Context: an optimization exercise on an open-source flow, tuned for small area, a short achievable clock period and few clock cycles per item. The choices shown serve that exercise and are no tape-out recipe. The RTL was checked by simulation tests, not by an equivalence proof against the original design. Power figures rest on the tool's default switching activity, not on a simulated workload.

==> flow/design.v <==
module chipemu80_core (
    input  wire        clk,
    input  wire        rst,
    output reg         mem_valid,
    output reg         mem_we,
    output reg  [15:0] mem_addr,
    output reg  [7:0]  mem_wdata,
    input  wire        mem_ready,
    input  wire [7:0]  mem_rdata,
    output wire        halted,
    output wire        faulted,
    output reg  [17:0] fault_addr,    
    output reg  [15:0] fault_pc,
    output reg  [7:0]  fault_op,
    output reg         unk_valid,
    output reg  [7:0]  unk_op,
    output reg  [15:0] unk_pc,
    output reg         render_yield,
    output wire [55:0] state_regs,    
    output wire [15:0] state_pc,
    output wire [15:0] state_sp,
    output wire [5:0]  state_flags    
);
    localparam [15:0] SP_RESET      = 16'hFFFE;
    localparam [4:0]  RENDER_PERIOD = 5'd16;
    localparam [4:0]
        S_OP_REQ  = 5'd0,
        S_OP_RSP  = 5'd1,
        S_B1_REQ  = 5'd2,
        S_B1_RSP  = 5'd3,
        S_B2_REQ  = 5'd4,
        S_B2_RSP  = 5'd5,
        S_EXEC    = 5'd6,
        S_LDM_REQ = 5'd7,    
        S_LDM_RSP = 5'd8,
        S_STM_REQ = 5'd9,    
        S_PSL_REQ = 5'd10,   
        S_PSH_REQ = 5'd11,   
        S_PPH_REQ = 5'd12,   
        S_PPH_RSP = 5'd13,
        S_PPL_REQ = 5'd14,   
        S_PPL_RSP = 5'd15,
        S_HALT    = 5'd16,
        S_FAULT   = 5'd17;
    reg [4:0]  state;
    reg [15:0] pc;
    reg [15:0] sp;
    reg [7:0]  op, b1, b2;
    reg [7:0]  ret_hi;
    reg [7:0]  regs [0:7];      
    reg        fz, fs, fp, fc, fh, fn;
    reg [4:0]  icount;
    assign halted  = (state == S_HALT);
    assign faulted = (state == S_FAULT);
    assign state_regs  = {regs[7], regs[0], regs[1], regs[2], regs[3], regs[4], regs[5]};
    assign state_pc    = pc;
    assign state_sp    = sp;
    assign state_flags = {fz, fs, fp, fc, fh, fn};
    wire [7:0] dop = (state == S_OP_RSP) ? mem_rdata : op;
    wire [1:0] g = dop[7:6];
    wire [2:0] y = dop[5:3];
    wire [2:0] z = dop[2:0];
    wire is_nop   = (dop == 8'h00);
    wire is_ldrn  = (g == 2'd0) && (z == 3'd6) && (y != 3'd6);
    wire is_ldde  = (dop == 8'h11);
    wire is_ldhl  = (dop == 8'h21);
    wire is_ldrr  = (g == 2'd1) && (y != 3'd6) && (z != 3'd6);
    wire is_ldrm  = (g == 2'd1) && (y != 3'd6) && (z == 3'd6);
    wire is_ldmr  = (g == 2'd1) && (y == 3'd6) && (z != 3'd6);
    wire is_halt  = (dop == 8'h76);
    wire is_add   = (g == 2'd2) && (y == 3'd0) && (z != 3'd6);
    wire is_cpr   = (g == 2'd2) && (y == 3'd7) && (z != 3'd6);
    wire is_cpn   = (dop == 8'hFE);
    wire is_retnz = (dop == 8'hC0);
    wire is_jpnz  = (dop == 8'hC2);
    wire is_jp    = (dop == 8'hC3);
    wire is_retz  = (dop == 8'hC8);
    wire is_ret   = (dop == 8'hC9);
    wire is_jpz   = (dop == 8'hCA);
    wire is_call  = (dop == 8'hCD);
    wire len2 = is_ldrn | is_cpn;
    wire len3 = is_ldde | is_ldhl | is_jp | is_jpz | is_jpnz | is_call;
    wire [1:0] len = len3 ? 2'd3 : (len2 ? 2'd2 : 2'd1);
    wire jp_taken  = is_jp | (is_jpz & fz) | (is_jpnz & ~fz);
    wire ret_taken = is_ret | (is_retz & fz) | (is_retnz & ~fz);
    wire [16:0] seq = {1'b0, pc} + {15'd0, len};
    wire [15:0] hl = {regs[4], regs[5]};
    wire [15:0] nn = {b2, b1};
    wire [7:0] acc   = regs[7];
    wire [7:0] src   = is_cpn ? b1 : regs[z];
    wire [8:0] add_r = {1'b0, acc} + {1'b0, src};
    wire       add_h = ({1'b0, acc[3:0]} + {1'b0, src[3:0]}) > 5'd15;
    wire [7:0] sub_r = acc - src;
    always @(*) begin
        mem_valid = 1'b0;
        mem_we    = 1'b0;
        mem_addr  = 16'd0;
        mem_wdata = 8'd0;
        case (state)
            S_OP_REQ:  begin mem_valid = 1'b1; mem_addr = pc; end
            S_B1_REQ:  begin mem_valid = 1'b1; mem_addr = pc + 16'd1; end
            S_B2_REQ:  begin mem_valid = 1'b1; mem_addr = pc + 16'd2; end
            S_LDM_REQ: begin mem_valid = 1'b1; mem_addr = hl; end
            S_STM_REQ: begin mem_valid = 1'b1; mem_we = 1'b1; mem_addr = hl;
                             mem_wdata = regs[z]; end
            S_PSL_REQ: begin mem_valid = 1'b1; mem_we = 1'b1; mem_addr = sp;
                             mem_wdata = seq[7:0]; end
            S_PSH_REQ: begin mem_valid = 1'b1; mem_we = 1'b1; mem_addr = sp - 16'd1;
                             mem_wdata = seq[15:8]; end
            S_PPH_REQ: begin mem_valid = 1'b1; mem_addr = sp + 16'd1; end
            S_PPL_REQ: begin mem_valid = 1'b1; mem_addr = sp + 16'd2; end
            default: ;
        endcase
    end
    task automatic complete_step(input [15:0] new_pc);
        begin
            pc <= new_pc;
            if (icount == RENDER_PERIOD - 5'd1) begin
                icount       <= 5'd0;
                render_yield <= 1'b1;
            end else begin
                icount <= icount + 5'd1;
            end
            state <= S_OP_REQ;
        end
    endtask
    task automatic complete_seq;
        begin
            if (seq[16])
                raise_fault({1'b0, seq});
            else
                complete_step(seq[15:0]);
        end
    endtask
    task automatic raise_fault(input [17:0] addr);
        begin
            fault_addr <= addr;
            fault_pc   <= pc;
            fault_op   <= dop;
            state      <= S_FAULT;
        end
    endtask
    integer i;
    always @(posedge clk) begin
        if (rst) begin
            state        <= S_OP_REQ;
            pc           <= 16'h0000;
            sp           <= SP_RESET;
            for (i = 0; i < 8; i = i + 1)
                regs[i] <= 8'h00;
            fz <= 1'b0; fs <= 1'b0; fp <= 1'b0;
            fc <= 1'b0; fh <= 1'b0; fn <= 1'b0;
            icount       <= 5'd0;
            unk_valid    <= 1'b0;
            render_yield <= 1'b0;
        end else begin
            unk_valid    <= 1'b0;
            render_yield <= 1'b0;
            case (state)
                S_OP_REQ: if (mem_ready) state <= S_OP_RSP;
                S_OP_RSP: begin
                    op <= mem_rdata;
                    if (len == 2'd1)
                        state <= S_EXEC;
                    else if (pc == 16'hFFFF)
                        raise_fault(18'h10000);         
                    else
                        state <= S_B1_REQ;
                end
                S_B1_REQ: if (mem_ready) state <= S_B1_RSP;
                S_B1_RSP: begin
                    b1 <= mem_rdata;
                    if (len == 2'd2)
                        state <= S_EXEC;
                    else if (pc == 16'hFFFE)
                        raise_fault(18'h10000);         
                    else
                        state <= S_B2_REQ;
                end
                S_B2_REQ: if (mem_ready) state <= S_B2_RSP;
                S_B2_RSP: begin
                    b2    <= mem_rdata;
                    state <= S_EXEC;
                end
                S_EXEC: begin
                    if (is_ldrn) begin
                        if (!seq[16]) regs[y] <= b1;
                        complete_seq;
                    end else if (is_ldde) begin
                        if (!seq[16]) begin regs[2] <= b2; regs[3] <= b1; end
                        complete_seq;
                    end else if (is_ldhl) begin
                        if (!seq[16]) begin regs[4] <= b2; regs[5] <= b1; end
                        complete_seq;
                    end else if (is_ldrr) begin
                        if (!seq[16]) regs[y] <= regs[z];
                        complete_seq;
                    end else if (is_ldrm) begin
                        if (seq[16]) raise_fault({1'b0, seq});
                        else         state <= S_LDM_REQ;
                    end else if (is_ldmr) begin
                        if (seq[16]) raise_fault({1'b0, seq});
                        else         state <= S_STM_REQ;
                    end else if (is_add) begin
                        if (!seq[16]) begin
                            regs[7] <= add_r[7:0];
                            fz <= (add_r[7:0] == 8'd0);
                            fs <= add_r[7];
                            fh <= add_h;
                            fc <= add_r[8];
                            fn <= 1'b0;
                            fp <= 1'b0;
                        end
                        complete_seq;
                    end else if (is_cpr || is_cpn) begin
                        if (!seq[16]) begin
                            fz <= (sub_r == 8'd0);
                            fs <= sub_r[7];
                            fh <= (acc[3:0] < src[3:0]);
                            fc <= (acc < src);
                            fn <= 1'b1;
                            fp <= 1'b0;
                        end
                        complete_seq;
                    end else if (is_halt) begin
                        render_yield <= 1'b1;
                        state        <= S_HALT;
                    end else if (jp_taken) begin
                        complete_step(nn);
                    end else if (is_call) begin
                        if (seq[16])            raise_fault({1'b0, seq});
                        else if (sp == 16'd0)   raise_fault(18'h3FFFF);    
                        else if (sp == 16'd1)   raise_fault(18'h3FFFF);    
                        else                    state <= S_PSL_REQ;
                    end else if (ret_taken) begin
                        if (sp >= 16'hFFFE)     raise_fault(18'h10000);    
                        else                    state <= S_PPH_REQ;
                    end else begin
                        if (!seq[16] && !(is_nop | is_jpz | is_jpnz | is_retz | is_retnz)) begin
                            unk_valid <= 1'b1;
                            unk_op    <= op;
                            unk_pc    <= pc;
                        end
                        complete_seq;
                    end
                end
                S_LDM_REQ: if (mem_ready) state <= S_LDM_RSP;
                S_LDM_RSP: begin
                    regs[y] <= mem_rdata;
                    complete_step(seq[15:0]);
                end
                S_STM_REQ: if (mem_ready) complete_step(seq[15:0]);
                S_PSL_REQ: if (mem_ready) state <= S_PSH_REQ;
                S_PSH_REQ: if (mem_ready) begin
                    sp <= sp - 16'd2;
                    complete_step(nn);
                end
                S_PPH_REQ: if (mem_ready) state <= S_PPH_RSP;
                S_PPH_RSP: begin
                    ret_hi <= mem_rdata;
                    state  <= S_PPL_REQ;
                end
                S_PPL_REQ: if (mem_ready) state <= S_PPL_RSP;
                S_PPL_RSP: begin
                    sp <= sp + 16'd2;
                    complete_step({ret_hi, mem_rdata});
                end
                S_HALT:  ;
                S_FAULT: ;
                default: state <= S_FAULT;
            endcase
        end
    end
endmodule
==> flow/run.sh <==
#!/bin/bash
# synth_recipe.tcl (not shown) runs the flow's synth.tcl, then flattens the netlist and writes it again
# the make line also repeats each setting of config.mk as NAME=value (left out here)
make -C /OpenROAD-flow-scripts/flow DESIGN_CONFIG=/design/flow/config.mk WORK_HOME=/design/flow/orfs CLKGATE_MAP_FILE= SYNTH_SCRIPT=/design/flow/synth_recipe.tcl finish
==> flow/config.mk <==
export PLATFORM = sky130hd
export DESIGN_NAME = chipemu80_core
export DESIGN_NICKNAME = chipemu80_core
export VERILOG_FILES = /design/flow/design.v
export SDC_FILE = /design/flow/constraint.sdc
export NUM_CORES = 4
export LEC_CHECK = 0
export CAP_MARGIN = 20
export CORE_MARGIN = 2
export CORE_UTILIZATION = 40
export PLACE_DENSITY = 0.6
export SLEW_MARGIN = 20
==> flow/constraint.sdc <==
create_clock -name core_clock -period 8.0 [get_ports {clk}]
set_input_delay 1.6000 -clock core_clock [delete_from_list [all_inputs] [get_ports {clk}]]
set_output_delay 1.6000 -clock core_clock [all_outputs]
set_load 0.01 [all_outputs]
==> results.txt <==
Main synth FF type -> edfxtp_1
Top-Level Pins -> 201
Global placer's final weighted congestion -> 0.941
Cells after Synth -> 1488
Worst Tran Pin Value -> 1.12 ns
Post-place setup slack -> 0.696 ns
Minimum clock period -> 7.36 ns
Root buf cell -> clkbuf_16
Worst-path cell chain -> clkdlybuf4s50_1, or4_1, or3_1, mux2_2, nand4_1, ha_1, a21o_1, nand3_1, nor3_1, xnor2_1, nor2_1, o311a_1, clkdlybuf4s50_1
Critical path class -> in -> out
Width of the die -> 189 um
Max_slew headroom -> 24.5%
Top delay family on crit path -> simple AND/OR/NAND/NOR gates
Placed insts -> 2056
Fin Setup TNS -> 0 ns
Seq/Total Area, Yosys -> 42.8%
Hold-fix buffers at CTS -> 0
Worst path bufs/invs -> 2
Net count of the mapped netlist -> 1527
Die H -> 189 um
Worst hold stages -> 2
Starting Density -> 40.7%
Outcome -> finished clean
Reg-to-reg slack, setup -> 2.38 ns
Avg WL per Cell -> 25.7 um
TritonCTS clock tree -> done
Setup violators final -> 0
H-tree depth -> 1
Layout cells sized above 1 -> 9.25%
Max-Cap Viols -> 0
Syn_area_per_cell -> 9.17 um^2
Post-synth top cells -> edfxtp_1, nand2_1, nor2_1
All-layer global routing usage -> 29.3%
Worst EP required -> 6.40 ns
Final nets -> 1674
CP Capture Type -> output pin
Reg2Reg Depth -> 16
Startpoint types -> input port
Slowest CP cell -> clkdlybuf4s50_1
DRC -> 0
Synth area leaders -> edfxtp_1, dfxtp_1, nand2_1, nor2_1, o21ai_0
RSZ-0062 raised after global routing -> false
Most common cell on crit path -> clkdlybuf4s50_1
Maximum clock frequency -> 136 MHz
Worst Slack Setup Final -> 0.642 ns
Number of synthesized flops with an enable pin -> 162
CTS clk-pin slew, worst paths -> 0.06 ns
Synth warn -> 1
Later-pin clock latency in the skew report -> 0.55 ns
Vias per cell -> 6.28
Final hold vios -> 0
Yosys top cell area share -> 35.7%
Worst hold path class -> reg -> reg
Post-CTS Setup Bufs -> 0
Hold Startpoint -> icount[4]
TritonCTS Buffers -> 25
PostCTS Resize Cnt -> 0
Layout Cells excl Fill -> 2102
1st-iter DRT viols -> 1428
Hold_ws -> 0.447 ns
Clock skew -> 0.0353 ns
Initial antenna violation count -> 0
CP max FO -> 7
Async set or reset register ratio after synthesis -> 0%
Post-synthesis cell area -> 0.0136 mm^2
Detail Route Antenna Nets -> 0
Detailed Route WL -> 54000 um
Pwr Density -> 186 mW/mm^2
Min-Delay Endpoint -> icount[4]
Reg2reg start -> state[3]
Grt total ovfl -> 0
Die Area -> 0.0356 mm^2
Synth cell types -> 92
Max clock buf depth -> 3
HPWL after DPL -> 39600 um
Yosys top cell by area -> edfxtp_1
# diodes -> 0
Period utilization -> 92.0%
Crit path arrival time -> 5.76 ns
FF-to-FF End -> fz
Worst path max stage delay -> 0.64 ns
Clock Sinks -> 211
Synth Register Bits -> 211
Rows -> 67
Worst vdd ir -> 191 uV
PortBufs -> 199
Total iterations of the first detailed-routing run -> 6
First-pass GRT wire length -> 79600 um
Synthesis-to-finish area growth -> 23.3%
Core area -> 0.0335 mm^2
Largest net degree at the start of global routing -> 42
Leakage -> 5.86 nW
Routed via count -> 13200
Final Max Slew Viols -> 0
Vias in the first global route -> 12300
==> per-stage QoR <==
step | utilization [%] | total power [mW] | cell area [um^2]
detailed placement | 47.8 | 2.01 | 16000
CTS | 50.2 | 3.12 | 16800
global placement | 47.8 | 2.00 | 16000
global route | 50.2 | 3.23 | 16800
floorplan | - | 1.76 | 13600
finish | 50.2 | 3.12 | 16800
==> power breakdown <==
group	switching (mW)	internal, mW	total [mW]
logic	0.439	0.276	0.715
registers	0.0564	1.23	1.28
clock network	0.482	0.639	1.12
total	0.977	2.14	3.12
==> worst max-delay path by stage <==
stage / start / endpoint / slack [ns] / cells past startpoint
2_1_floorplan: mem_rdata[2] / fault_addr[0] / 0.87 / 12
3_3_place_gp: mem_rdata[6] / mem_wdata[2] / 0.79 / 13
3_5_place_dp: mem_rdata[6] / mem_wdata[2] / 0.70 / 13
4_1_cts: mem_rdata[6] / mem_wdata[2] / 0.68 / 13
5_1_grt: mem_rdata[6] / mem_wdata[7] / 0.50 / 13
6_report: mem_rdata[6] / mem_wdata[7] / 0.64 / 13
==> layer usage <==
metal	vias up	wire [um]	GRT usage [%]
li1	5915	-	-
met1	6434	22100	39.3
met2	728	25000	47.9
met3	124	4620	4.23
met4	0	2240	11.1
met5	-	0	0
==> worst min-delay path, cell delays in order, from the launching register on <==
cell and delay [ns]:
dfxtp_1 0.30, inv_1 0.06, a311oi_1 0.04
==> kinds of logic after synthesis <==
logic type	share of synthesized area [%]
adders and majority gates	2.73
AOI/OAI and AO/OA	23.6
buffers and inverters	5.14
muxes	3.44
xor gates and xnor gates	3.15
and+or+nand+nor	19.0
other	0.0275
DFF	42.8
==> sequential cells by signal, summed over array words and instances (netlist names), 15 cells and up <==
signal / flops
fault_addr: 18
fault_pc: 16
pc: 16
regs: 64
sp: 15
unk_pc: 16
==> layout make-up <==
type                    count  area, um^2
well taps                 448         561
clock inverters            18         153
repair buffers            240        2290
inverters                  39         146
multi-input cells        1118        7180
flip-flops and latches    211        5850
fillers                  3182       16700
clock buffers              28         637
==> layout by cell type, fill, tap and decap left out, types with 8 or more instances in the layout <==
cell / netlist / final
nand4_1: 15 / 15
nor2_1: 152 / 152
a211oi_1: 12 / 12
a31oi_1: 20 / 20
and2_1: 9 / 9
clkdlybuf4s50_1: 0 / 198
a21oi_1: 77 / 77
nand2_1: 162 / 162
o21ai_1: 22 / 23
a311o_1: 9 / 9
clkbuf_16: 0 / 25
xor2_1: 20 / 20
a221o_1: 8 / 8
o21ai_0: 109 / 108
nand3_1: 47 / 47
o211ai_1: 16 / 16
mux2_2: 21 / 21
mux2i_1: 21 / 21
a221oi_1: 33 / 33
a311oi_1: 8 / 8
nand2b_1: 24 / 24
inv_1: 37 / 36
a22o_1: 17 / 17
nor3_1: 34 / 30
nor2b_1: 11 / 11
ha_1: 25 / 25
xnor2_1: 29 / 29
a22oi_1: 11 / 11
buf_4: 9 / 41
and3_1: 15 / 15
o22ai_1: 24 / 24
dfxtp_1: 49 / 49
or2_2: 8 / 8
or3_1: 10 / 10
o21a_1: 9 / 9
edfxtp_1: 162 / 162
Testbench counts, summed over its fixed seeds: cycles 2,028,535, steps 477,452.

re-timing with driven ports:
Ports are ideal in the flow. The routed layout listed here was re-timed in OpenROAD.
Step 1, drivers: a clkbuf_16 drives clk and a buf_2 each remaining input, both assumed.
Step 2 adds t to the input delays and takes it off the output delays; t is the mean of the earliest and latest rising clock arrival at the registers after step 1. Input paths then give back, and output paths get back, about the clock's delay inside the block.
Three values: no drivers, after step 1, after step 2; two values: the first two.
t (ns): 0.587
setup WS [ns]: 0.642 / 0.621 / 0.621
worst setup path at the end: input to output
slew at the worst register clock pin (ns): 0.07 / 0.07
worst slew at a driven data input, ns: 0.07
After both steps setup and hold are still met in this run. The setup slack of this run moves by -0.021 ns with the drivers and by -0.021 ns with both steps.
